This design comes from an exercise in tuning for small area, a short achievable clock period and few clock cycles per item on the open sky130 flow, not from production work. Only simulation tests tie the RTL to the original design; equivalence was not proved. Power is estimated from default activity; no workload was simulated.

[constraint.sdc]
create_clock -name core_clock -period 14.0 [get_ports {clk}]
set_input_delay 2.8000 -clock core_clock [delete_from_list [all_inputs] [get_ports {clk}]]
set_output_delay 2.8000 -clock core_clock [all_outputs]
set_load 0.01 [all_outputs]
[run.sh]
#!/bin/bash
# synth_recipe.tcl (not shown) runs the flow's synth.tcl, then flattens the netlist and writes it again
# the make line also repeats each setting of config.mk as NAME=value (left out here)
make -C /OpenROAD-flow-scripts/flow DESIGN_CONFIG=/design/flow/config.mk WORK_HOME=/design/flow/orfs CLKGATE_MAP_FILE= SYNTH_SCRIPT=/design/flow/synth_recipe.tcl finish
[config.mk]
export PLATFORM = sky130hd
export DESIGN_NAME = cdivr
export DESIGN_NICKNAME = cdivr
export VERILOG_FILES = /design/flow/design.v
export SDC_FILE = /design/flow/constraint.sdc
export NUM_CORES = 4
export LEC_CHECK = 0
export CAP_MARGIN = 20
export CORE_MARGIN = 2
export CORE_UTILIZATION = 40
export SLEW_MARGIN = 20
[design.v]
module u64_to_fp64 (
    input  wire [63:0] n,
    output wire [63:0] y
);
    reg [5:0] lz;
    integer i;
    always @* begin
        lz = 6'd0;
        for (i = 0; i <= 63; i = i + 1)
            if (n[i]) lz = 6'd63 - i[5:0];
    end
    wire [63:0] m      = n << lz;
    wire [10:0] e      = 11'd1086 - {5'd0, lz};
    wire        guard  = m[10];
    wire        sticky = |m[9:0];
    wire        rinc   = guard & (sticky | m[11]);
    wire [62:0] rounded = {e, m[62:11]} + {62'd0, rinc};
    assign y = (n == 64'd0) ? 64'd0 : {1'b0, rounded};
endmodule
module fp64_div_seq (
    input  wire        clk,
    input  wire        load,
    input  wire        iterate,
    input  wire [63:0] x,
    input  wire [63:0] d,
    output reg  [63:0] y
);
    wire        sx = x[63];
    wire        sd = d[63];
    wire [10:0] ex = x[62:52];
    wire [10:0] ed = d[62:52];
    wire [51:0] fx = x[51:0];
    wire [51:0] fd = d[51:0];
    wire x_nan  = (ex == 11'h7ff) && (fx != 0);
    wire d_nan  = (ed == 11'h7ff) && (fd != 0);
    wire x_inf  = (ex == 11'h7ff) && (fx == 0);
    wire d_inf  = (ed == 11'h7ff) && (fd == 0);
    wire x_zero = (ex == 0) && (fx == 0);
    wire d_zero = (ed == 0) && (fd == 0);
    reg [5:0] lzx, lzd;
    integer i;
    always @* begin
        lzx = 6'd0;
        lzd = 6'd0;
        for (i = 0; i <= 52; i = i + 1) begin
            if (fx[i] || (i == 52 && ex != 0)) lzx = 6'd52 - i[5:0];
            if (fd[i] || (i == 52 && ed != 0)) lzd = 6'd52 - i[5:0];
        end
    end
    wire [52:0] mx = {ex != 0, fx} << lzx;
    wire [52:0] md = {ed != 0, fd} << lzd;
    wire signed [13:0] xe = ((ex == 0) ? 14'sd1 : $signed({3'b000, ex})) - $signed({8'd0, lzx});
    wire signed [13:0] de = ((ed == 0) ? 14'sd1 : $signed({3'b000, ed})) - $signed({8'd0, lzd});
    wire        xlt = mx < md;
    reg         sign;
    reg         special;
    reg  [63:0] special_y;
    reg  [54:0] rem;
    reg  [52:0] div;
    reg  [53:0] q;
    reg signed [13:0] e;
    always @(posedge clk) begin
        if (load) begin
            sign    <= sx ^ sd;
            special <= 1'b1;
            if (x_nan || d_nan || (x_inf && d_inf) || (x_zero && d_zero))
                special_y <= 64'h7ff8000000000000;
            else if (x_inf || d_zero)
                special_y <= {sx ^ sd, 11'h7ff, 52'd0};
            else if (x_zero || d_inf)
                special_y <= {sx ^ sd, 63'd0};
            else begin
                special   <= 1'b0;
                special_y <= 64'd0;
            end
            rem <= xlt ? {1'b0, mx, 1'b0} : {2'b00, mx};
            div <= md;
            q   <= 54'd0;
            e   <= xe - de + 14'sd1023 - (xlt ? 14'sd1 : 14'sd0);
        end else if (iterate) begin
            if (rem >= {2'b00, div}) begin
                q   <= {q[52:0], 1'b1};
                rem <= (rem - {2'b00, div}) << 1;
            end else begin
                q   <= {q[52:0], 1'b0};
                rem <= rem << 1;
            end
        end
    end
    wire [6:0] rsh = (e >= 14'sd1) ? 7'd0 :
                     ((14'sd1 - e) > 14'sd127) ? 7'd127 : 7'(14'sd1 - e);
    wire [181:0] wide = {q, 128'd0} >> rsh;
    wire [53:0]  qs   = wide[181:128];
    wire         sticky = (|wide[127:0]) | (rem != 0);
    wire [51:0]  frac   = qs[52:1];
    wire         guard  = qs[0];
    wire         rinc   = guard & (sticky | frac[0]);
    wire [10:0]  efield = (e >= 14'sd1) ? e[10:0] : 11'd0;
    wire [62:0]  rounded = {efield, frac} + {62'd0, rinc};
    always @* begin
        if (special)
            y = special_y;
        else if (e >= 14'sd2047)
            y = {sign, 11'h7ff, 52'd0};
        else
            y = {sign, rounded};
    end
endmodule
module cdivr (
    input  wire         clk,
    input  wire         rst,
    input  wire         in_valid,
    output wire         in_ready,
    input  wire [127:0] a,
    input  wire [63:0]  n,
    output reg          out_valid,
    output wire [127:0] y
);
    localparam S_IDLE = 2'd0;
    localparam S_CONV = 2'd1;
    localparam S_LOAD = 2'd2;
    localparam S_DIV  = 2'd3;
    reg [1:0]   state;
    reg [5:0]   count;
    reg [127:0] a_r;
    reg [63:0]  n_r;
    reg [63:0]  r_r;
    assign in_ready = (state == S_IDLE);
    wire [63:0] r;
    u64_to_fp64 u_conv (.n(n_r), .y(r));
    wire load    = (state == S_LOAD);
    wire iterate = (state == S_DIV);
    wire [63:0] yr, yi;
    fp64_div_seq u_re (.clk(clk), .load(load), .iterate(iterate),
                       .x(a_r[63:0]),   .d(r_r), .y(yr));
    fp64_div_seq u_im (.clk(clk), .load(load), .iterate(iterate),
                       .x(a_r[127:64]), .d(r_r), .y(yi));
    always @(posedge clk) begin
        if (rst) begin
            state     <= S_IDLE;
            count     <= 6'd0;
            out_valid <= 1'b0;
        end else begin
            out_valid <= 1'b0;
            case (state)
                S_IDLE: if (in_valid) state <= S_CONV;
                S_CONV: state <= S_LOAD;
                S_LOAD: begin
                    state <= S_DIV;
                    count <= 6'd0;
                end
                S_DIV: begin
                    count <= count + 6'd1;
                    if (count == 6'd53) begin
                        state     <= S_IDLE;
                        out_valid <= 1'b1;
                    end
                end
            endcase
        end
    end
    always @(posedge clk) begin
        if (state == S_IDLE && in_valid) begin
            a_r <= a;
            n_r <= n;
        end
        if (state == S_CONV)
            r_r <= r;
    end
    assign y = {yi, yr};
endmodule
==> qor.yml <==
status: "no timing/DRC/antenna violations"
final_util_pct: 45.21
drtIter0Drc: 8272
via_per_inst: 6.660
clk_latency_ns: 0.68
rsz0062_at_grt: "no"
fin_skew_ns: 0.03307
ys_warn_count: 5
clkTransAtPathRegs_ns: 0.05
peakVddDrop_v: 0.0002002
mostFrequentLayoutCells: "nor2_1, mux2i_1, nand2_1"
tightest_slew_ns: 1.227
drive_above_1_share_pct: 7.298
synth_nets: 7233
ys_seq_area_share_pct: 28.24
rows: 138
final_common_cell: "nor2_1"
timing.final.hold_violations: 0
cp-end-kind: "output pin"
overflow: 0
power_density_mw_per_mm2: 240.2
synth_flop_cell: "edfxtp_1"
area_growth_pct: 12.46
wl_um: 262000
synth-seq-cells: 573
fin_nets: 7291
critPathMaxStageDelay_ns: 0.95
ys_types: 130
grt_max_degree: 184
cts_buffers: 69
grt_pass1_wl_um: 381000
initial_utilization_pct: 40.20
critical_path_class: "reg2out"
syn_area_per_cell_um2: 8.393
fin_crit_sh_pct: 89.97
ios: 325
hp-class: "reg2reg"
critPathLaunchType: "flop"
async_reset_ff_share_pct: 0
gp_congestion: 1.026
syn_inst: 6765
grt_pass1_vias: 54701
critPathSlowestCell: "o21ai_4"
post-cts-setup-buffers: 0
cts_tree: "yes"
dieWidth_um: 380.8
routedWlPerCell_um: 29.86
grt.total_usage_pct: 34.67
cp.required_ns: 11.20
finalSetupViolations: 0
cts_sinks: 573
clock_path_buffers: 3
place_hpwl_um: 200600
synth_edf_count: 456
dieArea_mm2: 0.1450
cts_htree_levels: 3
fin_setup_tns_ns: 0
slew_headroom_pct: 18.23
cts-hold-fix-buffers: 0
max_freq_mhz: 79.39
root_buffer: "clkbuf_16"
io_buffers: 324
ant_nets: 0
layout_min_cycle_time_ns: 12.60
antenna_found_initial: 15
critical_path.cell_chain: "inv_1 > ha_1 > or4b_1 > o211ai_1 > o21ai_1 > nand3_2 > o21ai_4 > buf_4 > nor2_1 > a32o_1 > a221oi_1 > mux2_2 > o2111ai_1 > a21oi_1 > ha_1 > inv_1 > a211oi_1 > nand4b_1 > buf_4 > nor4_2 > nand4b_1 > mux2i_1 > clkdlybuf4s50_1"
die_h_um: 380.8
leakage_nw: 23.77
slew_violations: 0
drv_cap: 0
syn_area_mm2: 0.05678
rrSetupSlack_ns: 6.70
core-area_mm2: 0.1412
critPathMaxFanout: 27
drc: 0
post_cts_resized: 0
worst_ep_arrival_time_ns: 9.80
drtPass1Iterations: 9
num_vias: 58429
stage by stage:
stage,setup slack (ns),instances,total power [mW],instance area [um2],hold slack (ns)
6_report,1.404,8773,15.33,63850,0.4424
5_1_grt,0.9464,8771,16.17,63850,0.4714
4_1_cts,1.571,8768,15.08,63810,0.4435
3_5_place_dp,2.301,8641,13.19,61560,0.4322
3_3_place_gp,2.394,8641,13.18,61550,0.4249
2_1_floorplan,5.099,6765,9.881,56780,0.4176
registers in the layout, summed over array words and instances, names as in the netlist, 2 cells and up:
register,count
n_r,64
u_re.div,53
count,6
a_r,128
state,2
u_re.q,54
u_re.rem,55
u_im.q,54
u_re.special_y,3
u_re.e,14
u_im.e,14
r_r,63
u_im.special_y,3
u_im.rem,55
synthesized netlist by cell type, drive strengths merged (30+ instances only):
library cell	n	area (um2)
nand3	307	1541
dfxtp	117	2342
nand2b	53	331.6
or2	32	200.2
o22ai	54	344.1
a22oi	53	411.6
a221oi	34	304.0
or4	41	319.0
a31oi	78	488.0
nand2	507	1911
o221ai	33	301.5
a2111oi	41	405.4
nor2	593	2233
mux2	87	983.4
xor2	98	858.3
inv	258	968.4
or3	43	269.0
a211oi	236	1777
nor3	171	860.8
mux2i	505	5059
o211ai	110	825.8
clkbuf	263	988.4
xnor2	149	1305
o21a	55	412.9
nor4	159	1084
ha	267	3341
buf	216	1255
and3	73	457.9
o211a	30	300.3
nand4	142	900.9
a21oi	448	2295
o21ai	330	1689
and2	50	312.8
a21o	132	998.5
edfxtp	456	13690
nor2b	44	275.3
o21bai	48	360.4
worst max-delay path, delay by kind of cell (launching register included):
family                     cells  cell delay [ns]
DFF                            1             0.80
adders and majority gates      2             0.51
buffers and inverters          5             1.62
muxes                          2             0.57
AOI/OAI and AO/OA              8             3.35
and+or+nand+nor                6             2.24
logic make-up (layout without fill, tap and decap cells):
group	after synthesis	in the layout	share of synthesized area (%)
DFF	573	573	28.24
other	0	4	0
muxes	605	605	11.16
buffers and inverters	739	853	5.670
adders and majority gates	273	273	6.095
xor gates and xnor gates	247	247	3.810
AOI/OAI and AO/OA	2028	2028	24.83
and+or+nand+nor	2300	2300	20.20
report_power, final:
group	leakage [nW]	total (mW)	switching [mW]	internal (mW)
sequential	5.18	3.33	0.654	2.68
combinational	17.5	10.2	6.63	3.55
clock	1.08	1.82	0.789	1.03
layout make-up:
cell class / count / area [um2]
flip-flops and latches: 573 / 16040
clock inverters: 36 / 367.9
repair buffers: 466 / 4384
inverters: 260 / 975.9
fillers: 14121 / 77390
multi-input cells: 5453 / 37830
clock buffers: 91 / 1883
well taps: 1890 / 2365
diodes: 4 / 10.01
layer usage:
metal	share of wire, %	global-route usage [%]	wire, um
met5	0.022	0	57
met4	4.9	14.35	12780
met3	9.3	6.525	24460
met2	44	53.35	114200
met1	42	47.51	110500
final timing paths:
| check | start | endpoint | cells past startpoint |
|---|---|---|---|
| setup / recovery | u_re.e[1] | y[38] | 23 |
| hold / removal | a_r[63] | u_re.sign | 0 |
| setup reg to reg | n_r[60] | r_r[48] | 14 |
| hold reg to reg | a_r[63] | u_re.sign | 0 |
Testbench counts, summed over its fixed seeds: cycles 91,208, items 1,600.

[port drivers added, routing unchanged]
In the flow no input, the clock included, has a driving cell. The finished layout below was timed again as built, in two steps.
Step 1, drivers: a clkbuf_16 drives clk and a buf_2 each remaining input, both assumed.
Step 2 adds t to the input delays and takes it off the output delays; t is the mean of the earliest and latest rising clock arrival at the registers after step 1. Input paths then give back, and output paths get back, about the clock's delay inside the block.
a / b / c = ideal / step 1 / step 2; a / b = the first two.
t (ns): 0.737
setup WS [ns]: 1.404 / 1.328 / 2.065
cell pins on the clock port's net: 1
After both steps setup and hold are still met in this run. For this run, drivers alone change the setup slack by -0.076 ns; drivers and shift together by +0.661 ns.
